From an optimization exercise on the open Yosys and OpenROAD flow, aimed at small area, a short achievable clock period and few clock cycles; shortcuts taken in it are not production practice.
At most, simulation tests tie the RTL to the original design; equivalence was not proved.
Function not checked in run 2: the RTL went through the layout flow alone.
No activity file was given, so power comes from the tool's default toggle rates.

--- design.v ---
module st7036_charrom (
    input  wire [7:0] code,
    input  wire [2:0] row,
    output wire [4:0] bits
);
    reg [4:0] rom [0:2047];
    initial $readmemh("charrom.hex", rom);
    assign bits = rom[{code, row}];
endmodule
module st7036_core (
    input  wire       clk,
    input  wire       rst,           
    input  wire       cmd_valid,
    output wire       cmd_ready,
    input  wire [1:0] cmd_kind,      
    input  wire       cmd_rs,
    input  wire       cmd_rw,
    input  wire [7:0] cmd_data,
    output reg        rsp_valid,
    output reg  [7:0] rsp_data,
    output reg  [3:0] rsp_err,
    output reg        evt_valid,
    input  wire       evt_ready,
    output reg  [1:0] evt_kind,      
    output reg  [6:0] evt_x,
    output reg  [4:0] evt_y,
    output reg  [5:0] evt_val        
);
    localparam COLUMNS = 16;
    localparam H = 24;
    localparam W = 80;
    localparam [1:0] K_XFER = 2'd0, K_BLINK = 2'd1, K_REFRESH = 2'd2, K_RESET = 2'd3;
    localparam [1:0] SEL_NONE = 2'd0, SEL_DDRAM = 2'd1, SEL_CGRAM = 2'd2, SEL_ICON = 2'd3;
    localparam [3:0] ERR_NONE         = 4'd0,
                     ERR_UNRECOGNIZED = 4'd1,
                     ERR_RESERVED_IS  = 4'd2,
                     ERR_RES_TABLE    = 4'd3,
                     ERR_RES_INSTR    = 4'd4,
                     ERR_LAYOUT       = 4'd5,
                     ERR_BIAS         = 4'd6,
                     ERR_NO_MEM       = 4'd7,
                     ERR_DDRAM_RANGE  = 4'd8;
    localparam [1:0] EV_PIXEL = 2'd0, EV_ON = 2'd1, EV_OFF = 2'd2, EV_CONTRAST = 2'd3;
    localparam [1:0] SPAN_111 = 2'd0, SPAN_12 = 2'd1, SPAN_21 = 2'd2;
    localparam [5:0] RESET_CONTRAST = 6'd0;
    localparam [2:0] RESET_RAB      = 3'd0;
    localparam [7:0] BLANK_CODE     = 8'h20;
    localparam [1:0] ST_IDLE = 2'd0, ST_EVT = 2'd1, ST_SCAN = 2'd2, ST_DRAIN = 2'd3;
    reg [7:0] ddram [0:79];
    reg [7:0] cgram [0:63];
    reg [7:0] icon  [0:15];
    reg [W-1:0] prev_fb [0:H-1];
    reg [6:0] ac;
    reg [1:0] sel;
    reg       id, s;
    reg       d, c_on, b_on, blink;
    reg [3:0] doff;
    reg       dl, n, dh, ud;
    reg [1:0] is;
    reg [1:0] span;
    reg       bs, bon, fon, ion;
    reg [5:0] contrast;
    reg [2:0] rab;
    reg       dirty;
    reg [1:0] state;
    reg [4:0] scan_y;
    reg [3:0] scan_c;
    reg [2:0] scan_j;
    assign cmd_ready = (state == ST_IDLE);
    wire accept = cmd_valid && cmd_ready;
    reg [6:0] mem_last;      
    always @(*) begin
        case (sel)
            SEL_CGRAM: mem_last = 7'd63;
            SEL_ICON:  mem_last = 7'd15;
            default:   mem_last = 7'd79;
        endcase
    end
    wire [6:0] ac_inc = (ac == mem_last) ? 7'd0 : ac + 7'd1;
    wire [6:0] ac_dec = (ac == 7'd0) ? mem_last : ac - 7'd1;
    reg [7:0] mem_rdata;
    always @(*) begin
        case (sel)
            SEL_DDRAM: mem_rdata = ddram[ac];
            SEL_CGRAM: mem_rdata = cgram[ac[5:0]];
            SEL_ICON:  mem_rdata = icon[ac[3:0]];
            default:   mem_rdata = 8'h00;
        endcase
    end
    localparam [4:0] OP_NONE = 5'd0, OP_CLEAR = 5'd1, OP_HOME = 5'd2, OP_ENTRY = 5'd3,
                     OP_DISPLAY = 5'd4, OP_SHIFT = 5'd5, OP_FUNCTION = 5'd6,
                     OP_SET_DDRAM = 5'd7, OP_SET_CGRAM = 5'd8, OP_BIAS = 5'd9,
                     OP_SET_ICON = 5'd10, OP_POWER = 5'd11, OP_FOLLOWER = 5'd12,
                     OP_CONTRAST = 5'd13, OP_DH_POS = 5'd14, OP_WRITE = 5'd15,
                     OP_READ = 5'd16, OP_READ_AC = 5'd17;
    wire [7:0] bt = cmd_data;
    reg  [4:0] op;
    reg  [3:0] err;
    reg  [1:0] new_span;     
    function [2:0] row_span;     
        input fn, fdh, fud;
        begin
            if (!fn)       row_span = {1'b1, SPAN_111};
            else if (!fdh) row_span = {1'b0, SPAN_111};
            else if (!fud) row_span = {1'b0, SPAN_12};
            else           row_span = {1'b0, SPAN_21};
        end
    endfunction
    reg [2:0] rs_calc;
    always @(*) begin
        op = OP_NONE;
        err = ERR_NONE;
        new_span = span;
        rs_calc = 3'd0;
        if (cmd_rs && !cmd_rw) begin
            op = OP_WRITE;
            if (sel == SEL_NONE) err = ERR_NO_MEM;
        end else if (cmd_rs && cmd_rw) begin
            op = OP_READ;
            if (sel == SEL_NONE) err = ERR_NO_MEM;
        end else if (cmd_rw) begin
            op = OP_READ_AC;
        end else if (bt[7]) begin
            op = OP_SET_DDRAM;
            if (bt[6:0] >= 7'd80) err = ERR_DDRAM_RANGE;
        end else if (bt[6]) begin
            case (is)
                2'd0: op = OP_SET_CGRAM;
                2'd1: begin
                    case (bt[5:4])
                        2'b00: op = OP_SET_ICON;
                        2'b01: op = OP_POWER;
                        2'b10: op = OP_FOLLOWER;
                        default: op = OP_CONTRAST;
                    endcase
                end
                2'd2: err = ERR_RES_INSTR;
                default: err = ERR_RES_TABLE;
            endcase
        end else if (bt[5]) begin
            op = OP_FUNCTION;
            rs_calc = row_span(bt[3], bt[2], ud);
            new_span = rs_calc[1:0];
            if (bt[1:0] == 2'd3) err = ERR_RESERVED_IS;
            else if (rs_calc[2]) err = ERR_LAYOUT;
        end else if (bt[4]) begin
            case (is)
                2'd0: op = OP_SHIFT;
                2'd1: begin
                    if (bt[2] && !bt[1]) begin
                        op = OP_BIAS;
                        if (!bt[0]) err = ERR_BIAS;      
                    end else begin
                        err = ERR_UNRECOGNIZED;
                    end
                end
                2'd2: begin
                    op = OP_DH_POS;
                    rs_calc = row_span(n, dh, bt[3]);
                    new_span = rs_calc[1:0];
                    if (rs_calc[2]) err = ERR_LAYOUT;
                end
                default: err = ERR_RES_TABLE;
            endcase
        end else if (bt[3]) begin
            op = OP_DISPLAY;
        end else if (bt[2]) begin
            op = OP_ENTRY;
        end else if (bt[1]) begin
            op = OP_HOME;
        end else if (bt[0]) begin
            op = OP_CLEAR;
        end else begin
            err = ERR_UNRECOGNIZED;
        end
    end
    wire [1:0] line_p = scan_y[4:3];
    wire [2:0] line_r = scan_y[2:0];
    reg  [1:0] row_k;        
    reg  [2:0] glyph_r;      
    reg  [3:0] tall_t;       
    always @(*) begin
        row_k = line_p;
        glyph_r = line_r;
        tall_t = 4'd0;
        case (span)
            SPAN_12: begin
                if (line_p != 2'd0) begin
                    row_k = 2'd1;
                    tall_t = {line_p == 2'd2, line_r};
                    glyph_r = tall_t[3:1];
                end
            end
            SPAN_21: begin
                if (line_p != 2'd2) begin
                    row_k = 2'd0;
                    tall_t = {line_p == 2'd1, line_r};
                    glyph_r = tall_t[3:1];
                end else begin
                    row_k = 2'd1;
                end
            end
            default: ;
        endcase
    end
    wire [3:0] col_a    = doff + scan_c;             
    wire [6:0] cell_a   = {1'b0, row_k, col_a};
    wire [7:0] cell_code = ddram[cell_a];
    wire [4:0] rom_bits;
    st7036_charrom u_rom (.code(cell_code), .row(glyph_r), .bits(rom_bits));
    wire [7:0] cg_row   = cgram[{cell_code[2:0], glyph_r}];
    wire [4:0] glyph_bits = (cell_code < 8'd8) ? cg_row[4:0] : rom_bits;
    wire       cursor_px  = c_on && (ac == cell_a) && (!b_on || blink || glyph_r == 3'd7);
    wire       new_px     = glyph_bits[3'd4 - scan_j] | cursor_px;
    wire [6:0] scan_x   = {scan_c, 2'b00} + {3'b000, scan_c} + {4'b0000, scan_j};
    wire       old_px   = prev_fb[scan_y][scan_x];
    wire       scan_last = (scan_y == H - 1) && (scan_c == COLUMNS - 1) && (scan_j == 3'd4);
    wire       evt_free = !evt_valid || evt_ready;
    integer i;
    task reset_modes;
        begin
            for (i = 0; i < 80; i = i + 1) ddram[i] <= BLANK_CODE;
            ac <= 7'd0;  sel <= SEL_NONE;
            id <= 1'b1;  s <= 1'b0;
            d <= 1'b0;   c_on <= 1'b0;  b_on <= 1'b0;  blink <= 1'b0;
            doff <= 4'd0;
            dl <= 1'b1;  n <= 1'b0;  dh <= 1'b0;  ud <= 1'b0;  is <= 2'd0;
            span <= SPAN_111;
            bs <= 1'b0;  bon <= 1'b0;  fon <= 1'b0;  ion <= 1'b0;
            contrast <= RESET_CONTRAST;  rab <= RESET_RAB;
            dirty <= 1'b1;
        end
    endtask
    always @(posedge clk) begin
        if (rst) begin
            reset_modes;
            for (i = 0; i < H; i = i + 1) prev_fb[i] <= {W{1'b0}};
            state <= ST_IDLE;
            scan_y <= 5'd0;  scan_c <= 4'd0;  scan_j <= 3'd0;
            rsp_valid <= 1'b0;  rsp_data <= 8'h00;  rsp_err <= ERR_NONE;
            evt_valid <= 1'b0;  evt_kind <= EV_PIXEL;
            evt_x <= 7'd0;  evt_y <= 5'd0;  evt_val <= 6'd0;
        end else begin
            rsp_valid <= 1'b0;
            case (state)
            ST_IDLE: begin
                if (accept) begin
                    rsp_data <= 8'h00;
                    rsp_err <= ERR_NONE;
                    rsp_valid <= 1'b1;
                    case (cmd_kind)
                    K_BLINK: begin
                        blink <= !blink;
                        dirty <= 1'b1;
                    end
                    K_RESET: begin
                        reset_modes;
                    end
                    K_REFRESH: begin
                        if (dirty) begin
                            rsp_valid <= 1'b0;
                            state <= ST_SCAN;
                            scan_y <= 5'd0;  scan_c <= 4'd0;  scan_j <= 3'd0;
                        end
                    end
                    default: begin       
                        rsp_err <= err;
                        if (err == ERR_NONE) begin
                            if (op != OP_READ_AC) dirty <= 1'b1;
                            case (op)
                            OP_CLEAR: begin
                                for (i = 0; i < 80; i = i + 1) ddram[i] <= BLANK_CODE;
                                ac <= 7'd0;
                                id <= 1'b1;
                            end
                            OP_HOME: begin
                                ac <= 7'd0;
                                doff <= 4'd0;
                            end
                            OP_ENTRY: begin
                                id <= bt[1];
                                s <= bt[0];
                            end
                            OP_DISPLAY: begin
                                d <= bt[2];
                                c_on <= bt[1];
                                b_on <= bt[0];
                                if (bt[2] != d) begin
                                    evt_valid <= 1'b1;
                                    evt_kind <= bt[2] ? EV_ON : EV_OFF;
                                    evt_x <= 7'd0;  evt_y <= 5'd0;  evt_val <= 6'd0;
                                    rsp_valid <= 1'b0;
                                    state <= ST_EVT;
                                end
                            end
                            OP_SHIFT: begin
                                if (!bt[3]) ac <= bt[2] ? ac_inc : ac_dec;
                                else        doff <= bt[2] ? doff + 4'd1 : doff - 4'd1;
                            end
                            OP_FUNCTION: begin
                                dl <= bt[4];
                                n <= bt[3];
                                dh <= bt[2];
                                is <= bt[1:0];
                                span <= new_span;
                            end
                            OP_SET_DDRAM: begin
                                ac <= bt[6:0];
                                sel <= SEL_DDRAM;
                            end
                            OP_SET_CGRAM: begin
                                ac <= {1'b0, bt[5:0]};
                                sel <= SEL_CGRAM;
                            end
                            OP_SET_ICON: begin
                                ac <= {3'b000, bt[3:0]};
                                sel <= SEL_ICON;
                            end
                            OP_BIAS: begin
                                bs <= bt[3];
                            end
                            OP_POWER, OP_CONTRAST: begin
                                if (op == OP_POWER) begin
                                    ion <= bt[3];
                                    bon <= bt[2];
                                    contrast[5:4] <= bt[1:0];
                                    evt_val <= {bt[1:0], contrast[3:0]};
                                end else begin
                                    contrast[3:0] <= bt[3:0];
                                    evt_val <= {contrast[5:4], bt[3:0]};
                                end
                                evt_valid <= 1'b1;
                                evt_kind <= EV_CONTRAST;
                                evt_x <= 7'd0;  evt_y <= 5'd0;
                                rsp_valid <= 1'b0;
                                state <= ST_EVT;
                            end
                            OP_FOLLOWER: begin
                                fon <= bt[3];
                                rab <= bt[2:0];
                            end
                            OP_DH_POS: begin
                                ud <= bt[3];
                                span <= new_span;
                            end
                            OP_WRITE: begin
                                case (sel)
                                    SEL_DDRAM: ddram[ac] <= bt;
                                    SEL_CGRAM: cgram[ac[5:0]] <= bt;
                                    default:   icon[ac[3:0]] <= bt;
                                endcase
                                ac <= id ? ac_inc : ac_dec;
                                if (s) doff <= id ? doff + 4'd1 : doff - 4'd1;
                            end
                            OP_READ: begin
                                rsp_data <= mem_rdata;
                                ac <= id ? ac_inc : ac_dec;
                            end
                            OP_READ_AC: begin
                                rsp_data <= {1'b0, ac};
                            end
                            default: ;
                            endcase
                        end
                    end
                    endcase
                end
            end
            ST_EVT: begin
                if (evt_ready) begin
                    evt_valid <= 1'b0;
                    rsp_valid <= 1'b1;
                    state <= ST_IDLE;
                end
            end
            ST_SCAN: begin
                if (evt_free) begin
                    if (new_px != old_px) begin
                        prev_fb[scan_y][scan_x] <= new_px;
                        evt_valid <= 1'b1;
                        evt_kind <= EV_PIXEL;
                        evt_x <= scan_x;
                        evt_y <= scan_y;
                        evt_val <= {5'd0, new_px};
                    end else begin
                        evt_valid <= 1'b0;
                    end
                    if (scan_j == 3'd4) begin
                        scan_j <= 3'd0;
                        if (scan_c == COLUMNS - 1) begin
                            scan_c <= 4'd0;
                            scan_y <= scan_y + 5'd1;
                        end else begin
                            scan_c <= scan_c + 4'd1;
                        end
                    end else begin
                        scan_j <= scan_j + 3'd1;
                    end
                    if (scan_last) state <= ST_DRAIN;
                end
            end
            default: begin       
                if (evt_free) begin
                    evt_valid <= 1'b0;
                    dirty <= 1'b0;
                    rsp_valid <= 1'b1;
                    state <= ST_IDLE;
                end
            end
            endcase
        end
    end
endmodule
--- charrom.hex ---
07
0b
05
12
03
1d
06
04
0e
07
07
1e
0a
00
11
12
1a
1b
0d
01
1f
04
14
1f
02
10
02
04
19
0c
01
01
06
18
1e
1e
17
18
12
10
0e
09
00
13
14
0e
02
0b
0d
1b
13
01
12
11
17
12
08
14
19
1f
0c
0e
0e
10
14
18
05
17
08
0e
11
1b
02
11
09
1e
05
19
07
02
1f
19
13
1d
16
09
0f
08
03
0a
18
03
03
15
08
15
14
05
0c
15
10
0f
04
1a
13
0f
10
1d
1b
0f
0d
0b
19
01
1b
03
1d
12
04
06
01
16
14
1e
0b
0b
0a
0e
15
1f
0a
12
12
06
1c
15
17
02
03
14
0a
0f
02
04
0e
0d
07
1a
19
08
14
08
1f
16
01
0b
18
1d
01
19
09
09
13
1f
1a
1c
12
07
05
0f
1f
1f
0c
01
0e
06
0e
04
02
10
1f
05
1b
04
16
14
16
0b
1b
1c
0e
04
1d
11
09
08
04
05
1e
19
05
1f
0a
1e
13
1e
1b
07
0a
1b
09
0d
16
17
03
05
0e
14
05
10
14
08
05
17
05
0f
13
1e
14
06
1c
1b
17
0e
1b
0c
07
04
1a
04
0f
16
1c
06
1b
0d
11
1e
04
03
1c
04
1f
18
1c
07
00
00
00
00
00
00
00
00
13
18
10
1a
1a
08
1b
00
09
0a
11
10
09
0f
06
00
06
00
1b
0e
1e
10
15
00
1e
17
09
12
0a
01
0c
00
1a
0d
12
1c
0a
10
15
00
1f
11
1f
0c
18
0e
0c
00
01
1b
1b
1d
02
1f
07
00
11
19
12
04
0c
01
12
00
16
0e
11
0f
03
19
15
00
0b
07
00
17
0c
06
19
00
04
19
09
01
13
0f
0c
00
03
05
1e
14
05
1d
15
00
00
01
12
1a
16
0c
03
00
12
03
0a
07
02
15
18
00
14
1c
08
1f
01
01
0d
00
00
15
19
13
0e
16
07
00
05
1f
1b
1f
09
0b
1c
00
09
0e
1a
18
1c
0e
02
00
0d
07
10
18
0c
1d
02
00
06
08
09
1f
1c
02
0f
00
12
08
1d
18
15
02
08
00
14
0c
07
1f
1a
1a
13
00
11
15
07
1c
03
15
1e
00
08
1c
17
0f
16
16
07
00
04
1b
1f
14
0a
1e
03
00
1b
0a
0b
19
0c
1b
01
00
06
17
19
08
0b
08
09
00
1c
0e
1a
1c
1d
06
13
00
01
1c
01
1a
0a
07
1a
00
08
16
17
0b
05
1e
02
00
01
16
13
1e
0d
07
16
00
10
13
1a
02
0f
0b
12
00
05
00
18
09
10
11
15
00
1c
03
18
1f
16
0d
0a
00
1a
13
04
10
03
0a
03
00
1d
13
07
1c
0d
15
12
00
10
11
1c
17
16
17
1c
00
18
19
1a
11
1c
05
16
00
14
0d
0e
04
12
10
1f
00
1a
06
13
02
01
1e
1e
00
19
18
13
09
14
01
1d
00
01
0a
0b
07
0d
17
0e
00
0d
13
1b
10
14
1d
04
00
1b
18
17
0c
1c
18
04
00
12
0a
14
0c
1a
1e
18
00
04
0e
01
06
02
1e
1a
00
11
15
0f
1d
13
19
1c
00
00
0b
03
1e
1f
0b
03
00
1e
17
1a
13
04
11
03
00
01
06
17
1f
08
17
06
00
1d
15
0d
01
07
04
04
00
03
03
05
09
15
03
06
00
1a
0a
17
1a
14
05
17
00
0e
13
09
17
00
13
01
00
10
15
1a
1f
01
09
0c
00
0c
17
0c
1b
19
02
16
00
18
1b
0c
05
05
0e
1b
00
06
0e
14
02
10
12
04
00
01
00
03
03
0e
09
0b
00
0a
05
0c
00
11
1d
1a
00
17
1d
18
03
03
14
08
00
16
01
06
19
1f
04
0f
00
1c
16
0d
0d
00
1c
1f
00
06
06
06
13
12
00
1e
00
0d
1f
17
09
11
0a
0f
00
04
04
19
03
01
17
1c
00
19
19
00
13
18
0f
1a
00
1f
06
0a
0b
0b
0d
0f
00
09
14
00
1d
06
03
0e
00
0b
02
1c
05
1d
02
0a
00
00
0f
0e
16
16
04
1f
00
1c
13
0a
1e
0f
1e
03
00
1b
00
1f
1d
17
15
15
00
17
11
0f
1a
18
1f
0e
00
1a
01
19
04
09
11
00
00
0f
0d
0e
18
13
08
15
00
05
1a
0f
0c
08
03
0d
00
05
0f
09
1e
10
18
15
00
08
1d
01
15
08
11
14
00
07
05
18
1e
19
17
1e
00
0c
18
0c
0c
03
04
13
00
05
1c
09
11
1a
0f
0b
00
05
1b
06
17
00
09
01
00
0e
1c
1d
00
12
13
15
00
19
19
05
13
0a
06
0e
00
02
14
0c
0d
1e
1e
13
00
1a
01
1c
05
1b
02
16
00
18
13
07
15
0d
1f
06
00
0b
1f
08
07
07
11
0a
00
0b
0e
1d
1c
1a
0a
15
00
00
1a
1d
05
1c
01
10
00
03
09
1c
0d
0c
12
06
00
14
05
1c
14
10
18
07
00
1c
15
08
03
15
19
15
00
0a
09
1d
19
16
18
04
00
12
1e
1c
05
0c
03
10
00
07
03
0d
03
05
11
15
00
1d
0b
09
0d
1a
16
1b
00
1c
09
1c
1a
0d
14
1d
00
04
0f
0a
1c
1e
0b
1c
00
08
14
02
1e
12
08
01
00
0d
08
1b
0e
08
10
09
00
07
09
05
07
06
0f
10
00
1a
1d
1e
1d
1f
16
05
00
10
0c
13
15
12
18
11
00
00
04
18
09
1b
11
0b
00
10
0c
0e
15
10
0a
04
00
1a
1b
12
00
09
09
0b
00
0a
1d
11
10
08
0e
1c
00
00
0e
1d
0d
1a
10
1a
00
08
13
04
19
02
00
0d
00
02
17
1f
03
17
18
00
00
1a
1b
0b
01
03
0a
0c
00
0b
13
19
1f
00
0e
16
00
04
01
16
11
1e
19
02
00
0c
08
0d
0c
14
07
15
00
1f
04
17
1f
0c
17
0e
00
0d
1d
1c
1c
0a
09
15
00
06
14
06
07
1a
09
08
00
05
1e
14
04
1d
0f
08
00
0b
1e
15
1d
07
07
15
00
1e
1a
1c
11
07
0b
08
00
01
18
10
13
1b
02
15
00
16
0e
09
0f
13
02
14
00
0c
0a
0c
18
0b
0d
05
00
0d
1d
0a
1c
16
0a
0c
00
0a
01
0a
09
06
19
08
00
09
1f
01
02
0d
17
07
00
07
07
1f
0b
1a
09
14
00
1d
0e
05
1f
0b
1f
09
00
1d
09
0c
18
0d
0d
19
00
15
01
03
1f
0d
11
15
00
1d
0d
08
10
0e
16
01
00
19
11
03
03
00
08
07
00
10
0c
0d
14
1e
17
0a
00
04
06
00
16
0e
1c
0f
00
06
01
1e
14
0e
1d
0b
00
0c
0e
04
10
10
0b
0d
00
12
0b
1c
17
08
16
10
00
03
12
1e
13
04
1a
03
00
10
0a
18
09
02
11
01
00
15
15
05
17
17
0e
07
00
1f
14
0b
1f
19
06
1d
00
0d
1a
08
1b
0e
09
10
00
14
03
03
09
08
0d
04
00
17
03
00
0e
06
0c
04
00
15
17
11
03
1a
00
02
00
15
09
07
0f
13
1a
14
00
17
0b
1f
1f
06
01
0a
00
06
01
18
15
12
09
11
00
0f
01
10
00
02
0d
15
00
0d
02
0f
0b
13
04
1f
00
1c
03
1c
1e
1e
1c
18
00
01
02
06
16
19
12
09
00
03
0d
13
05
11
18
12
00
0e
1f
1a
0f
13
09
15
00
07
04
07
04
0d
04
09
00
01
12
1b
17
16
1b
1c
00
05
09
03
02
1a
13
01
00
11
03
17
00
00
01
01
00
18
06
0e
06
03
04
00
00
0b
16
04
0d
0b
08
01
00
0c
18
1a
0d
1f
1d
08
00
03
05
0a
14
0d
1b
04
00
14
0a
08
02
02
02
11
00
1f
15
18
04
15
12
18
00
19
1a
06
1c
03
17
1e
00
0d
14
03
17
08
00
11
00
1a
09
04
15
1d
19
06
00
04
05
11
18
13
1f
14
00
1e
05
1f
06
1e
0b
03
00
1e
19
1d
1f
1a
05
12
00
1c
0a
06
14
0e
06
0a
00
0a
01
0d
09
00
15
14
00
0c
13
11
12
10
1a
09
00
15
05
04
16
00
17
03
00
0f
00
1a
1a
04
1a
17
00
18
0c
09
03
16
1a
1b
00
01
1b
17
1c
1a
18
15
00
08
13
0b
18
14
00
13
00
0f
0c
1b
02
03
08
0a
00
12
15
15
1b
17
1b
1b
00
03
11
1a
1c
0b
07
0f
00
1a
06
07
03
09
02
0d
00
07
1f
06
1a
0b
0b
00
00
11
0c
02
17
08
03
11
00
1d
05
1a
01
0c
04
1b
00
15
0e
17
09
1f
0b
03
00
1e
0d
18
17
0e
1d
0c
00
0a
02
18
06
15
07
1d
00
0f
06
12
06
1a
14
0b
00
19
0c
09
00
16
14
1c
00
1f
0f
06
01
07
14
04
00
0e
02
07
0c
03
14
13
00
08
1d
0b
14
0c
18
1e
00
17
0c
1a
19
18
14
08
00
17
03
0e
0e
0a
14
1c
00
1e
0f
11
02
01
1b
1e
00
10
0c
11
14
06
07
1b
00
12
16
01
14
18
0b
16
00
0c
0b
12
03
05
06
14
00
06
14
19
07
0c
1e
15
00
07
1f
08
1b
07
09
1a
00
10
18
0d
1d
18
1c
02
00
05
10
17
09
0b
0a
0b
00
0d
03
06
10
1b
0e
13
00
17
10
08
00
1c
17
18
00
10
06
02
10
1b
05
13
00
06
1c
07
16
16
11
1f
00
18
06
0a
06
0b
0f
10
00
1a
0b
09
00
1a
14
04
00
0f
16
15
07
11
03
17
00
00
1b
03
1e
12
0a
01
00
08
00
0f
16
16
06
1f
00
19
1b
1e
06
11
08
15
00
05
12
04
1c
00
12
10
00
08
1e
15
1b
07
1b
1b
00
02
13
1f
0a
1c
12
0a
00
0d
1a
09
1b
14
0b
14
00
18
0c
08
02
0c
02
1d
00
07
18
13
1c
15
13
03
00
05
18
03
19
15
0c
0b
00
02
13
06
0a
16
0b
0f
00
--- run.sh ---
#!/bin/bash
# synth_recipe.tcl (not shown) runs the flow's synth.tcl, then flattens the netlist and writes it again
# the make line also repeats each setting of config.mk as NAME=value (left out here)
make -C /OpenROAD-flow-scripts/flow DESIGN_CONFIG=/design/flow/config.mk WORK_HOME=/design/flow/orfs CLKGATE_MAP_FILE= SYNTH_SCRIPT=/design/flow/synth_recipe.tcl finish
--- config.mk ---
export PLATFORM = sky130hd
export DESIGN_NAME = st7036_core
export DESIGN_NICKNAME = st7036_core
export VERILOG_FILES = /design/flow/design.v
export SDC_FILE = /design/flow/constraint.sdc
export NUM_CORES = 4
export LEC_CHECK = 0
export CAP_MARGIN = 20
export CORE_MARGIN = 2
export CORE_UTILIZATION = 25
export PLACE_DENSITY = 0.35
export SLEW_MARGIN = 20
export SYNTH_MEMORY_MAX_BITS = 16384
--- constraint.sdc ---
create_clock -name core_clock -period 12.0 [get_ports {clk}]
set_input_delay 2.4000 -clock core_clock [delete_from_list [all_inputs] [get_ports {clk}]]
set_output_delay 2.4000 -clock core_clock [all_outputs]
set_load 0.01 [all_outputs]
==> results of run 1 <==
==> registers in the layout (all words and copies together), names as in the netlist, 4 cells and up, named ones only <==
name and cells:
ac 7, cgram 512, contrast 6, ddram 1024, doff 4, evt_val 6
evt_x 7, evt_y 5, icon 128, prev_fb 2560, rsp_data 8, rsp_err 4
scan_c 4, scan_y 5
==> layout make-up <==
type	count	area, um2
antenna	42	105.1
clock buffer	737	14930
clock inverter	251	2328
fill	90190	630800
inverter	63	247.7
multi-input combinational	10700	86130
sequential	4317	128700
tap	11830	14800
timing repair buffer	973	8562
==> layer usage <==
| metal | share of wire | vias to the layer above |
|---|---|---|
| met5 | 0.00020 | - |
| met4 | 0.037 | 30 |
| met3 | 0.059 | 1471 |
| met2 | 0.45 | 5654 |
| met1 | 0.45 | 82100 |
| li1 | - | 64060 |
==> worst register-to-register path, stage by stage, from the launching register on <==
cell and delay, ns:
dfxtp_1 0.41, ha_4 0.21, fa_4 1.29, buf_4 0.55
mux4_2 0.25, mux2_2 0.24, nor4_1 0.08, a311o_1 0.53
o22ai_4 0.74, buf_12 0.33, buf_12 0.33, nand2_1 0.69
o21ai_0 0.45, a31oi_1 0.13, o21ai_0 0.85, a32oi_1 0.21
nand4_1 0.26, o221ai_1 0.23, a221oi_4 0.66, xnor2_2 0.24
buf_12 0.24, or3_2 0.63, buf_12 0.22, o21bai_1 0.33
==> final timing paths <==
check	startpoint	endpoint	cells after the start
setup reg to reg	scan_c[0]	prev_fb[1][27]	23
hold reg to reg	evt_x[0]	evt_x[0]	2
setup / recovery	scan_c[0]	prev_fb[1][27]	23
hold / removal	evt_x[0]	evt_x[0]	2
==> power by group through the flow <==
| stage | registers [mW] | clock network (mW) | logic, mW |
|---|---|---|---|
| after detailed placement | 17.5 | 0 | 6.73 |
| after floorplan | 17.4 | 0 | 3.52 |
| final | 17.2 | 16.2 | 6.85 |
| after global placement | 17.5 | 0 | 6.77 |
| after global routing | 17.3 | 17.2 | 7.03 |
| after CTS | 17.2 | 16.7 | 6.75 |
==> kinds of logic (layout without fill, tap and decap cells) <==
family	Yosys count	in the layout
adder cells (fa/ha/maj)	69	69
buffers and inverters	2088	2024
flip-flops	4317	4317
AND/OR/NAND/NOR	5804	5804
other	0	42
XOR/XNOR	33	33
AO/OA/AOI/OAI	3118	3118
multiplexers	1674	1674
==> metrics by stage <==
step                      setup slack, ns  hold slack [ns]
after floorplan                     4.382           0.4386
after global placement              1.735           0.4748
after detailed placement            1.803           0.4783
after CTS                           1.773           0.4904
after global routing                1.515           0.5115
final                               1.561           0.4944
==> placed cells by master, fill, tap and decap left out, types with 95 or more instances in the layout <==
master	instances
and2_1	502
mux2i_1	152
clkbuf_1	161
clkinv_1	108
buf_4	836
nand3_1	295
a21oi_1	210
mux4_2	1491
nor3_1	933
clkbuf_16	568
nand2_1	848
o21ai_0	272
a211oi_1	95
a21o_1	902
o21bai_1	1036
nor2_1	2577
edfxtp_1	4224
==> flow_metrics.py, run 1 <==
metrics = {
    "setup_path": {
        "critPathBufInv": 5,
        "critPathSlowestCell": "fa_4",
        "critical_path_required_ns": 12.72,
        "ff2ff_setup_slack_ns": 1.56,
        "end_kind": "flip-flop",
        "arrival_ns": 11.16,
        "crit_fanout": 64,
        "critPathMostFrequentCell": "buf_12",
        "critPathLaunchType": "flip-flop",
        "critPathTopFamily": "compound AO/OA/AOI/OAI gates",
        "worstPathCellList": "ha_4 -> fa_4 -> buf_4 -> mux4_2 -> mux2_2 -> nor4_1 -> a311o_1 -> o22ai_4 -> buf_12 -> buf_12 -> nand2_1 -> o21ai_0 -> a31oi_1 -> o21ai_0 -> a32oi_1 -> nand4_1 -> o221ai_1 -> a221oi_4 -> xnor2_2 -> buf_12 -> or3_2 -> buf_12 -> o21bai_1",
        "max_stage_delay_ns": 1.29,
        "critical_path_class": "flip-flop to flip-flop",
    },
    "sta": {
        "tns_ns": 0,
        "finClkSkew_ns": 0.1472,
        "fin_crit_ns": 10.44,
        "fmax_ghz": 0.09580,
        "hold_viol_final": 0,
        "worst_slew_pin_slew_ns": 1.425,
        "rsz0062_at_grt": "false",
        "slew_viol_final": 0,
        "fin_crit_sh": 0.8699,
        "setup_violations": 0,
        "slew_headroom": 0.04252,
    },
    "drt": {
        "via_count": 153300,
        "post_drt_wl_per_cell_um": 33.96,
        "viasPerCell": 5.303,
        "first_pass_iters": 9,
        "totalWireLength_um": 981800,
        "ant_nets": 0,
        "drc_errors": 0,
        "drtIter0Drc": 17430,
    },
    "cts": {
        "cts.sinks": 4317,
        "post_cts_buffers": 0,
        "max-clock-path-buffers": 4,
        "clk_latency_ns": 1.14,
        "path_clk_slew_ns": 0.05,
        "cts_hold_buf": 0,
        "cts-htree-levels": 6,
        "numCtsBuffers": 556,
        "clock-root-buffer": "clkbuf_16",
        "cts_tree": "yes",
        "cts_resized": 0,
    },
    "global_route": {
        "grt_max_degree": 188,
        "use_met3": 0.03324,
        "busiest_layer": "met2",
        "grt_pass1_vias": 153000,
        "antenna_found_initial": 99,
        "grt_pass1_wl_um": 1346000,
        "overflow": 0,
        "grtUsageMet1": 0.3018,
        "grt_usage": 0.2116,
        "met2_usage": 0.3303,
    },
    "pwr": {
        "power.share.combinational": 0.170,
        "irDropWorstVdd_v": 0.0003097,
        "p_int_mw": 28.06,
        "p_sw_mw": 12.21,
        "seqPwrFrac": 0.427,
        "power_density_nw_per_um2": 157.4,
        "swShare": 0.3032,
        "leakagePower_nw": 80.43,
        "power.total_mw": 40.27,
        "p_clk_frac": 0.402,
    },
    "yosys": {
        "muxShareOfSynthArea": 0.1597,
        "synth-simple-area-share": 0.1167,
        "synthAdderAreaFrac": 0.003989,
        "synth-compound-area-share": 0.1011,
        "ys_ff_latch": 4317,
        "yosysTopAreaCellShare": 0.5711,
        "synth_ff_type": "edfxtp_1",
        "synth_top_family_by_area": "multiplexers",
        "yosysTopAreaCell": "edfxtp_1",
        "async_flop_share": 0,
        "synth_common_cells": "edfxtp_1, nor2_1, mux4_2",
        "synth_edf_count": 4224,
        "synth.most_common_cell": "edfxtp_1",
        "ys_types": 97,
        "yosysWarnings": 2,
        "synth-xor-area-share": 0.001335,
        "synth_cells": 17100,
        "ys_top_cells_by_area": "edfxtp_1, mux4_2, nor2_1",
        "seq_area_frac_synth": 0.5795,
        "synth_nets": 17190,
        "syn_area_um2": 222100,
        "syn_avg_cell_area_um2": 12.99,
    },
    "die": {
        "initial_utilization": 0.2505,
        "die_h_um": 946.5,
        "core_um2": 886600,
        "die_width_um": 946.5,
        "die-area_um2": 895900,
        "io_pins": 51,
        "num_rows": 346,
    },
    "hold_path": {
        "hold_path.class": "flip-flop to flip-flop",
    },
    "layout": {
        "finish.net_count": 16690,
        "final_area_um2": 255800,
        "area_delta_synth_final_pct": 15.20,
        "drive_gt1_frac": 0.2071,
        "final_util": 0.2886,
        "fin_cells": 28910,
    },
    "flow_run": {
        "cap_violations": 0,
    },
    "placed_design": {
        "dp_hpwl_um": 624300,
        "portBuffers": 50,
        "dp_cells": 27880,
        "dpl_cell_area_um2": 238400,
        "place_congestion": 1.028,
    },
    "run_status": {
        "outcome": "finished clean",
    },
}
Testbench counts, summed over its fixed seeds: cycles 1,914,164.
==> inputs of run 2 (changes only) <==
--- a/design.v
+++ b/design.v
@@ -1,5 +1,4 @@
 module st7036_charrom (
-    input  wire [7:0] code,
-    input  wire [2:0] row,
-    output wire [4:0] bits
+    input  wire [7:0]  code,
+    output wire [39:0] bits
 );
@@ -7,3 +6,8 @@
     initial $readmemh("charrom.hex", rom);
-    assign bits = rom[{code, row}];
+    genvar r;
+    generate
+        for (r = 0; r < 8; r = r + 1) begin : g_row
+            assign bits[5*r +: 5] = rom[{code, r[2:0]}];
+        end
+    endgenerate
 endmodule
@@ -28,5 +32,2 @@
 );
-    localparam COLUMNS = 16;
-    localparam H = 24;
-    localparam W = 80;
     localparam [1:0] K_XFER = 2'd0, K_BLINK = 2'd1, K_REFRESH = 2'd2, K_RESET = 2'd3;
@@ -47,7 +48,6 @@
     localparam [7:0] BLANK_CODE     = 8'h20;
-    localparam [1:0] ST_IDLE = 2'd0, ST_EVT = 2'd1, ST_SCAN = 2'd2, ST_DRAIN = 2'd3;
-    reg [7:0] ddram [0:79];
-    reg [7:0] cgram [0:63];
-    reg [7:0] icon  [0:15];
-    reg [W-1:0] prev_fb [0:H-1];
+    localparam [1:0] ST_IDLE = 2'd0, ST_EVT = 2'd1, ST_SCAN = 2'd2;
+    reg [639:0] ddram;           
+    reg [511:0] cgram;
+    reg [127:0] icon;
     reg [6:0] ac;
@@ -64,8 +64,12 @@
     reg       dirty;
+    reg [383:0] sh_dd;           
+    reg [319:0] sh_cg;           
+    reg [3:0]   sh_doff;
+    reg [1:0]   sh_span;
+    reg [6:0]   sh_ac;
+    reg         sh_c, sh_blk;
+    reg         prev_zero;       
+    reg [47:0]  dd_chg;          
+    reg         all_chg;         
     reg [1:0] state;
-    reg [4:0] scan_y;
-    reg [3:0] scan_c;
-    reg [2:0] scan_j;
-    assign cmd_ready = (state == ST_IDLE);
-    wire accept = cmd_valid && cmd_ready;
     reg [6:0] mem_last;      
@@ -83,5 +87,5 @@
         case (sel)
-            SEL_DDRAM: mem_rdata = ddram[ac];
-            SEL_CGRAM: mem_rdata = cgram[ac[5:0]];
-            SEL_ICON:  mem_rdata = icon[ac[3:0]];
+            SEL_DDRAM: mem_rdata = ddram[ac*8 +: 8];
+            SEL_CGRAM: mem_rdata = cgram[ac[5:0]*8 +: 8];
+            SEL_ICON:  mem_rdata = icon[ac[3:0]*8 +: 8];
             default:   mem_rdata = 8'h00;
@@ -176,48 +180,159 @@
     end
-    wire [1:0] line_p = scan_y[4:3];
-    wire [2:0] line_r = scan_y[2:0];
-    reg  [1:0] row_k;        
-    reg  [2:0] glyph_r;      
-    reg  [3:0] tall_t;       
+    function [3:0] line_map;
+        input [1:0] fspan;
+        input [1:0] fp;
+        begin
+            case (fspan)
+                SPAN_12: line_map = (fp == 2'd0) ? {2'd0, 2'd0} :
+                                    (fp == 2'd1) ? {2'd1, 2'd1} : {2'd1, 2'd2};
+                SPAN_21: line_map = (fp == 2'd0) ? {2'd0, 2'd1} :
+                                    (fp == 2'd1) ? {2'd0, 2'd2} : {2'd1, 2'd0};
+                default: line_map = {fp, 2'd0};
+            endcase
+        end
+    endfunction
+    function [39:0] slot_pixels;
+        input [39:0] glyph;      
+        input [1:0]  half;
+        integer fi, fj;
+        reg [4:0] r_full, r_top, r_bot, r_sel;
+        begin
+            for (fi = 0; fi < 8; fi = fi + 1) begin
+                r_full = glyph[5*fi +: 5];
+                r_top  = glyph[5*(fi/2) +: 5];
+                r_bot  = glyph[5*(4+fi/2) +: 5];
+                r_sel  = (half == 2'd1) ? r_top : (half == 2'd2) ? r_bot : r_full;
+                for (fj = 0; fj < 5; fj = fj + 1)
+                    slot_pixels[5*fi + fj] = r_sel[4 - fj];
+            end
+        end
+    endfunction
+    reg        w_all;            
+    reg [5:0]  w_slot;           
+    reg [47:0] w_todo;           
+    reg        w_half;           
+    reg        w_more;           
+    reg [5:0] t_a;
+    integer ti;
+    always @(*) begin
+        t_a = 6'd0;
+        for (ti = 47; ti >= 0; ti = ti - 1)
+            if (w_todo[ti]) t_a = ti[5:0];
+    end
+    wire [1:0] t_k = t_a[5:4];
+    reg  [1:0] t_line;
+    reg        t_dbl;
     always @(*) begin
-        row_k = line_p;
-        glyph_r = line_r;
-        tall_t = 4'd0;
         case (span)
-            SPAN_12: begin
-                if (line_p != 2'd0) begin
-                    row_k = 2'd1;
-                    tall_t = {line_p == 2'd2, line_r};
-                    glyph_r = tall_t[3:1];
-                end
-            end
-            SPAN_21: begin
-                if (line_p != 2'd2) begin
-                    row_k = 2'd0;
-                    tall_t = {line_p == 2'd1, line_r};
-                    glyph_r = tall_t[3:1];
-                end else begin
-                    row_k = 2'd1;
-                end
-            end
-            default: ;
+            SPAN_12: begin t_line = t_k; t_dbl = (t_k == 2'd1); end
+            SPAN_21: begin t_line = (t_k == 2'd0) ? 2'd0 : 2'd2; t_dbl = (t_k == 2'd0); end
+            default: begin t_line = t_k; t_dbl = 1'b0; end
         endcase
     end
-    wire [3:0] col_a    = doff + scan_c;             
-    wire [6:0] cell_a   = {1'b0, row_k, col_a};
-    wire [7:0] cell_code = ddram[cell_a];
-    wire [4:0] rom_bits;
-    st7036_charrom u_rom (.code(cell_code), .row(glyph_r), .bits(rom_bits));
-    wire [7:0] cg_row   = cgram[{cell_code[2:0], glyph_r}];
-    wire [4:0] glyph_bits = (cell_code < 8'd8) ? cg_row[4:0] : rom_bits;
-    wire       cursor_px  = c_on && (ac == cell_a) && (!b_on || blink || glyph_r == 3'd7);
-    wire       new_px     = glyph_bits[3'd4 - scan_j] | cursor_px;
-    wire [6:0] scan_x   = {scan_c, 2'b00} + {3'b000, scan_c} + {4'b0000, scan_j};
-    wire       old_px   = prev_fb[scan_y][scan_x];
-    wire       scan_last = (scan_y == H - 1) && (scan_c == COLUMNS - 1) && (scan_j == 3'd4);
-    wire       evt_free = !evt_valid || evt_ready;
+    wire [1:0] u_p = w_all ? w_slot[5:4] : t_line + {1'b0, w_half};
+    wire [3:0] u_c = w_all ? w_slot[3:0] : t_a[3:0] - doff;
+    wire [3:0] n_map = line_map(span, u_p);
+    wire [3:0] o_map = line_map(sh_span, u_p);
+    wire [5:0] n_a = w_all ? {n_map[3:2], u_c + doff} : t_a;
+    wire [5:0] o_a = w_all ? {o_map[3:2], u_c + sh_doff} : t_a;
+    wire [7:0] n_code = ddram[n_a*8 +: 8];
+    wire [7:0] o_code = sh_dd[o_a*8 +: 8];
+    wire [39:0] n_rom, o_rom;
+    st7036_charrom u_rom_n (.code(n_code), .bits(n_rom));
+    st7036_charrom u_rom_o (.code(o_code), .bits(o_rom));
+    reg [39:0] n_cg, o_cg;
+    integer gi;
+    always @(*) begin
+        for (gi = 0; gi < 8; gi = gi + 1) begin
+            n_cg[5*gi +: 5] = cgram[({n_code[2:0], gi[2:0]})*8 +: 5];
+            o_cg[5*gi +: 5] = sh_cg[({o_code[2:0], gi[2:0]})*5 +: 5];
+        end
+    end
+    wire n_user = (n_code[7:3] == 5'd0);
+    wire o_user = (o_code[7:3] == 5'd0);
+    wire n_cur  = c_on && (ac == {1'b0, n_a});
+    wire o_cur  = sh_c && (sh_ac == {1'b0, o_a});
+    wire n_blk  = !b_on || blink;
+    wire [39:0] n_glyph = n_cur ? (n_blk ? {40{1'b1}} : {5'h1f, (n_user ? n_cg[34:0] : n_rom[34:0])})
+                                : (n_user ? n_cg : n_rom);
+    wire [39:0] o_glyph = o_cur ? (sh_blk ? {40{1'b1}} : {5'h1f, (o_user ? o_cg[34:0] : o_rom[34:0])})
+                                : (o_user ? o_cg : o_rom);
+    wire [39:0] n_pix = slot_pixels(n_glyph, n_map[1:0]);
+    wire [39:0] o_pix = prev_zero ? 40'd0 : slot_pixels(o_glyph, o_map[1:0]);
+    wire [39:0] u_diff = n_pix ^ o_pix;
+    reg        p_valid;
+    reg [39:0] p_diff, p_new;
+    reg [1:0]  p_line;
+    reg [3:0]  p_col;
+    wire       p_busy = p_valid && (p_diff != 40'd0);
+    reg [39:0] e_diff, e_new;
+    reg [1:0]  e_line;
+    reg [6:0]  e_x5;
+    reg [2:0] e_i;
+    reg [2:0] e_j;
+    reg [7:0] e_rownz;
+    integer ei;
+    always @(*) begin
+        for (ei = 0; ei < 8; ei = ei + 1) e_rownz[ei] = |e_diff[5*ei +: 5];
+        e_i = 3'd0;
+        for (ei = 7; ei >= 0; ei = ei - 1)
+            if (e_rownz[ei]) e_i = ei[2:0];
+    end
+    wire [4:0] e_row = e_diff[5*e_i +: 5];
+    wire [4:0] e_nrow = e_new[5*e_i +: 5];
+    always @(*) begin
+        e_j = 3'd0;
+        for (ei = 4; ei >= 0; ei = ei - 1)
+            if (e_row[ei]) e_j = ei[2:0];
+    end
+    wire [39:0] e_pick = 40'd1 << (5*e_i + e_j);
+    wire        e_any  = (e_diff != 40'd0);
+    wire        e_last = ((e_diff & ~e_pick) == 40'd0);
+    wire        evt_free = !evt_valid || evt_ready;
+    wire        e_take = e_any && evt_free;
+    wire        e_load = !e_any || (e_take && e_last);
+    wire        p_adv  = !p_busy || e_load;      
+    wire scan_done = !w_more && !p_busy && !e_any;
+    wire cur_blk = !b_on || blink;
+    wire cur_chg = (c_on != sh_c) || (c_on && ((ac != sh_ac) || (cur_blk != sh_blk)));
+    wire start_all = all_chg || (doff != sh_doff) || (span != sh_span);
+    wire [47:0] cur_cells = ({48'd0, 1'b1} << sh_ac[5:0]) & {48{sh_c && sh_ac < 7'd48}}
+                          | ({48'd0, 1'b1} << ac[5:0]) & {48{c_on && ac < 7'd48}};
+    wire [47:0] shown = (span == SPAN_111) ? {48{1'b1}} : {16'd0, 32'hffffffff};
+    wire [47:0] start_todo = (dd_chg | (cur_chg ? cur_cells : 48'd0)) & shown;
+    assign cmd_ready = (state == ST_IDLE);
+    wire accept = cmd_valid && cmd_ready;
+    wire xfer_ok = accept && (cmd_kind == K_XFER) && (err == ERR_NONE);
+    wire blank_all = rst || (accept && (cmd_kind == K_RESET)) || (xfer_ok && op == OP_CLEAR);
+    wire mem_wr = xfer_ok && (op == OP_WRITE);
+    wire [7:0] dd_wdata = blank_all ? BLANK_CODE : bt;
+    wire refresh_end = (state == ST_SCAN) && scan_done && evt_free;
     integer i;
+    always @(posedge clk) begin
+        for (i = 0; i < 80; i = i + 1)
+            if (blank_all || (mem_wr && sel == SEL_DDRAM && ac == i))
+                ddram[8*i +: 8] <= dd_wdata;
+        for (i = 0; i < 64; i = i + 1)
+            if (mem_wr && sel == SEL_CGRAM && ac[5:0] == i)
+                cgram[8*i +: 8] <= bt;
+        for (i = 0; i < 16; i = i + 1)
+            if (mem_wr && sel == SEL_ICON && ac[3:0] == i)
+                icon[8*i +: 8] <= bt;
+        if (refresh_end) begin
+            sh_dd <= ddram[383:0];
+            for (i = 0; i < 64; i = i + 1) sh_cg[5*i +: 5] <= cgram[8*i +: 5];
+            sh_doff <= doff;
+            sh_span <= span;
+            sh_ac <= ac;
+            sh_c <= c_on;
+            sh_blk <= cur_blk;
+        end
+    end
+    always @(posedge clk) begin
+        for (i = 0; i < 48; i = i + 1)
+            if (mem_wr && sel == SEL_DDRAM && ac == i) dd_chg[i] <= 1'b1;
+            else if (refresh_end) dd_chg[i] <= 1'b0;
+    end
     task reset_modes;
         begin
-            for (i = 0; i < 80; i = i + 1) ddram[i] <= BLANK_CODE;
             ac <= 7'd0;  sel <= SEL_NONE;
@@ -236,5 +351,8 @@
             reset_modes;
-            for (i = 0; i < H; i = i + 1) prev_fb[i] <= {W{1'b0}};
+            prev_zero <= 1'b1;
+            all_chg <= 1'b1;
             state <= ST_IDLE;
-            scan_y <= 5'd0;  scan_c <= 4'd0;  scan_j <= 3'd0;
+            w_all <= 1'b0;  w_slot <= 6'd0;  w_todo <= 48'd0;  w_half <= 1'b0;  w_more <= 1'b0;
+            p_valid <= 1'b0;  p_diff <= 40'd0;
+            e_diff <= 40'd0;
             rsp_valid <= 1'b0;  rsp_data <= 8'h00;  rsp_err <= ERR_NONE;
@@ -257,2 +375,3 @@
                         reset_modes;
+                        all_chg <= 1'b1;
                     end
@@ -262,3 +381,8 @@
                             state <= ST_SCAN;
-                            scan_y <= 5'd0;  scan_c <= 4'd0;  scan_j <= 3'd0;
+                            w_all <= start_all;
+                            w_slot <= 6'd0;
+                            w_todo <= start_todo;
+                            w_half <= 1'b0;
+                            w_more <= start_all || (start_todo != 48'd0);
+                            p_valid <= 1'b0;
                         end
@@ -271,5 +395,5 @@
                             OP_CLEAR: begin
-                                for (i = 0; i < 80; i = i + 1) ddram[i] <= BLANK_CODE;
                                 ac <= 7'd0;
                                 id <= 1'b1;
+                                all_chg <= 1'b1;
                             end
@@ -346,7 +470,3 @@
                             OP_WRITE: begin
-                                case (sel)
-                                    SEL_DDRAM: ddram[ac] <= bt;
-                                    SEL_CGRAM: cgram[ac[5:0]] <= bt;
-                                    default:   icon[ac[3:0]] <= bt;
-                                endcase
+                                if (sel == SEL_CGRAM) all_chg <= 1'b1;
                                 ac <= id ? ac_inc : ac_dec;
@@ -375,32 +495,44 @@
             end
-            ST_SCAN: begin
-                if (evt_free) begin
-                    if (new_px != old_px) begin
-                        prev_fb[scan_y][scan_x] <= new_px;
-                        evt_valid <= 1'b1;
-                        evt_kind <= EV_PIXEL;
-                        evt_x <= scan_x;
-                        evt_y <= scan_y;
-                        evt_val <= {5'd0, new_px};
-                    end else begin
-                        evt_valid <= 1'b0;
-                    end
-                    if (scan_j == 3'd4) begin
-                        scan_j <= 3'd0;
-                        if (scan_c == COLUMNS - 1) begin
-                            scan_c <= 4'd0;
-                            scan_y <= scan_y + 5'd1;
+            default: begin       
+                if (p_adv) begin
+                    p_valid <= w_more;
+                    p_diff <= w_more ? u_diff : 40'd0;
+                    p_new <= n_pix;
+                    p_line <= u_p;
+                    p_col <= u_c;
+                    if (w_more) begin
+                        if (w_all) begin
+                            w_slot <= w_slot + 6'd1;
+                            if (w_slot == 6'd47) w_more <= 1'b0;
+                        end else if (t_dbl && !w_half) begin
+                            w_half <= 1'b1;
                         end else begin
-                            scan_c <= scan_c + 4'd1;
+                            w_half <= 1'b0;
+                            w_todo[t_a] <= 1'b0;
+                            if ((w_todo & ~({48'd0, 1'b1} << t_a)) == 48'd0) w_more <= 1'b0;
                         end
-                    end else begin
-                        scan_j <= scan_j + 3'd1;
                     end
-                    if (scan_last) state <= ST_DRAIN;
                 end
-            end
-            default: begin       
-                if (evt_free) begin
+                if (e_load) begin
+                    e_diff <= p_busy ? p_diff : 40'd0;
+                    e_new <= p_new;
+                    e_line <= p_line;
+                    e_x5 <= {1'b0, p_col, 2'b00} + {3'd0, p_col};
+                end else if (e_take) begin
+                    e_diff <= e_diff & ~e_pick;
+                end
+                if (e_take) begin
+                    evt_valid <= 1'b1;
+                    evt_kind <= EV_PIXEL;
+                    evt_x <= e_x5 + {4'd0, e_j};
+                    evt_y <= {e_line, e_i};
+                    evt_val <= {5'd0, e_nrow[e_j]};
+                end else if (evt_ready) begin
+                    evt_valid <= 1'b0;
+                end
+                if (refresh_end) begin
                     evt_valid <= 1'b0;
                     dirty <= 1'b0;
+                    all_chg <= 1'b0;
+                    prev_zero <= 1'b0;
                     rsp_valid <= 1'b1;
==> run 2 against run 1 <==
Now fails the layout checks on setup timing. Via count fell by 13%. Die area shrank 40%. Critical path depth increased by 12. Cell count shrank 26%. Worst setup slack worse by 1.8 ns. Flip-flop and latch count decreased by 1966. Register-to-register slack lost 1.8 ns. First-iteration DRC count up 23%. Global-route usage rose by 19 points. Maximum frequency is 15% lower. Synthesized area shrank 40%. Highest routed layer unchanged.
==> flow_metrics.py, run 2 <==
metrics = {
    "yosys": {
        "synth_ff_type": "edfxtp_1",
        "synth.most_common_cell": "edfxtp_1",
        "yosysWarnings": 2,
        "synth_nets": 12120,
        "async_flop_share": 0,
        "ys_top_cells_by_area": "edfxtp_1, mux4_2, dfxtp_1",
        "yosysTopAreaCellShare": 0.4726,
        "ys_types": 121,
        "seq_area_frac_synth": 0.5113,
        "ys_ff_latch": 2351,
        "synth_common_cells": "edfxtp_1, nand2_1, a21oi_1",
        "synth_edf_count": 2094,
        "syn_area_um2": 133100,
        "syn_avg_cell_area_um2": 11.09,
        "yosysTopAreaCell": "edfxtp_1",
        "synth_cells": 12000,
    },
    "drt": {
        "ant_nets": 0,
        "drtIter0Drc": 21450,
        "via_count": 134000,
        "first_pass_iters": 7,
        "totalWireLength_um": 1112000,
        "drc_errors": 0,
        "post_drt_wl_per_cell_um": 52.27,
        "viasPerCell": 6.298,
    },
    "pwr": {
        "power.total_mw": 27.94,
        "power_density_nw_per_um2": 161.0,
        "irDropWorstVdd_v": 0.0001944,
        "leakagePower_nw": 60.93,
    },
    "placed_design": {
        "place_congestion": 1.054,
        "dp_slack_ns": -0.3005,
        "dp_hpwl_um": 857800,
        "dp_cells": 20700,
        "portBuffers": 50,
    },
    "global_route": {
        "overflow": 0,
        "antenna_found_initial": 178,
        "grt_max_degree": 181,
        "grt_pass1_wl_um": 1403000,
        "grt_pass1_vias": 125600,
        "grt_usage": 0.3980,
    },
    "cts": {
        "cts-htree-levels": 5,
        "cts_tree": "yes",
        "numCtsBuffers": 288,
        "cts.sinks": 2351,
        "clock-root-buffer": "clkbuf_16",
        "path_clk_slew_ns": 0.06,
        "max-clock-path-buffers": 4,
        "clk_latency_ns": 1.01,
    },
    "setup_path": {
        "critPathMostFrequentCell": "buf_4",
        "critical_path_required_ns": 12.83,
        "critPathLaunchType": "flip-flop",
        "critPathSlowestCell": "o211ai_1",
        "end_kind": "flip-flop",
        "critical_path_class": "flip-flop to flip-flop",
        "crit_fanout": 33,
        "max_stage_delay_ns": 0.94,
        "arrival_ns": 13.06,
    },
    "layout": {
        "area_delta_synth_final_pct": 30.42,
        "top_register": "ddram",
        "fill_cells": 53440,
        "layout_common_cells": "buf_4, edfxtp_1, nand2_1",
        "largest_register_ff_count": 640,
        "finish.net_count": 14110,
        "drive_gt1_frac": 0.2898,
        "fin_cells": 21270,
        "final_common_cell": "buf_4",
    },
    "sta": {
        "finClkSkew_ns": 0.1266,
        "fin_ws_ns": -0.2325,
        "setup_violations": 7,
        "slew_headroom": 0.1674,
        "hold_viol_final": 0,
        "fin_crit_ns": 12.23,
        "worst_slew_pin_slew_ns": 1.236,
        "slew_viol_final": 0,
        "fin_crit_sh": 1.019,
        "rsz0062_at_grt": "false",
        "fmax_ghz": 0.08175,
    },
    "die": {
        "num_rows": 267,
        "die_width_um": 733.5,
        "core_um2": 529500,
        "die_h_um": 733.5,
        "initial_utilization": 0.2513,
        "die-area_um2": 538100,
        "io_pins": 51,
    },
    "flow_run": {
        "cap_violations": 0,
    },
    "run_status": {
        "outcome": "failed layout checks",
        "so_faults": "setup timing",
    },
    "hold_path": {
        "hold_path.class": "flip-flop to flip-flop",
    },
}
==> run 2: timing repair <==
action	4_1_cts	5_1_grt
pin swaps	1	0
endpoints found under the hold margin	0	0
hold buffers	0	0
gates cloned	0	0
setup buffers	2	0
resized for setup	2	18
endpoints found under the setup margin	4	50
==> run 2: cell families after synthesis <==
| group | count (synthesis) | synth area share |
|---|---|---|
| AO/OA/AOI/OAI | 3890 | 0.1993 |
| XOR/XNOR | 105 | 0.006912 |
| buffers and inverters | 1222 | 0.03968 |
| multiplexers | 1007 | 0.1176 |
| adder cells (fa/ha/maj) | 101 | 0.009780 |
| AND/OR/NAND/NOR | 3323 | 0.1154 |
| flip-flops | 2351 | 0.5113 |
==> run 2: final timing paths <==
check | startpoint | end | slack [ns] | depth (start not counted)
worst max-delay path | w_todo[15] | p_diff[9] | -0.23 | 35
worst max register to register | w_todo[15] | p_diff[9] | -0.23 | 35
worst min register to register | ddram[267] | sh_dd[267] | 0.39 | 0
worst min-delay path | ddram[267] | sh_dd[267] | 0.39 | 0
==> run 2: power by group <==
group / internal, mW / switching, mW
registers: 9.24 / 0.195
logic: 3.05 / 6.57
clock network: 4.98 / 3.90
total: 17.3 / 10.7
==> run 2: stage by stage <==
step / hold WS [ns] / area (um2) / setup TNS (ns) / utilization
detailed placement: 0.4066 / 163900 / -1.094 / 0.3095
global route: 0.4133 / 173400 / 0 / 0.3275
finish: 0.3914 / 173500 / -0.5589 / 0.3277
CTS: 0.3933 / 173300 / 0 / 0.3272
floorplan: 0.4003 / 133100 / -1476.83 / -
global placement: 0.4019 / 163600 / -7.207 / 0.3089
==> run 2: area by class of cell <==
class,instances,area (um2),area share
inverter,111,435.4,0.002509
timing repair buffer,2819,25310,0.1458
antenna,54,135.1,0.0007787
multi-input combinational,8426,61460,0.3542
clock buffer,358,7553,0.04353
sequential,2351,68050,0.3922
tap,6994,8751,0.05043
clock inverter,161,1836,0.01058
==> run 2: critical path, delay by kind of cell (launching register included) <==
| family | cells | cell delay [ns] |
|---|---|---|
| adder cells (fa/ha/maj) | 2 | 0.58 |
| AO/OA/AOI/OAI | 15 | 4.66 |
| AND/OR/NAND/NOR | 7 | 2.65 |
| buffers and inverters | 8 | 2.48 |
| multiplexers | 2 | 0.75 |
| flip-flops | 1 | 0.65 |
| XOR/XNOR | 1 | 0.13 |
==> run 2: per-layer routing <==
layer / share of wire / global-route usage / up-vias
met3: 0.11 / 0.1246 / 2079
met4: 0.062 / 0.1977 / 94
met5: 0.00058 / 0 / -
met2: 0.41 / 0.5784 / 9795
met1: 0.41 / 0.5325 / 70110
li1: - / - / 51900

what the ideal ports hide:
The flow's constraints put no driver on any port. The routed layouts listed below were extracted and timed again, unchanged, in two steps.
Step 1, drivers: a clkbuf_16 drives clk and a buf_2 each remaining input, both assumed.
Step 2 also shifts input and output timing later by t, the mid clock arrival at the registers, as if the neighbouring blocks saw the same clock.
Three values: ideal ports, drivers, drivers and shift; two values: the first two.
run | t, ns | setup slack, ns | worst hold slack (ns) | worst setup path after step 2 | worst register clock-pin slew, ns
run 1 | 1.209 | 1.561 / 1.561 / 1.561 | 0.494 / 0.494 / 0.494 | register to register | 0.07 / 0.07
run 2 | 1.066 | -0.233 / -0.233 / -0.233 | 0.391 / 0.391 / 0.391 | register to register | 0.09 / 0.09
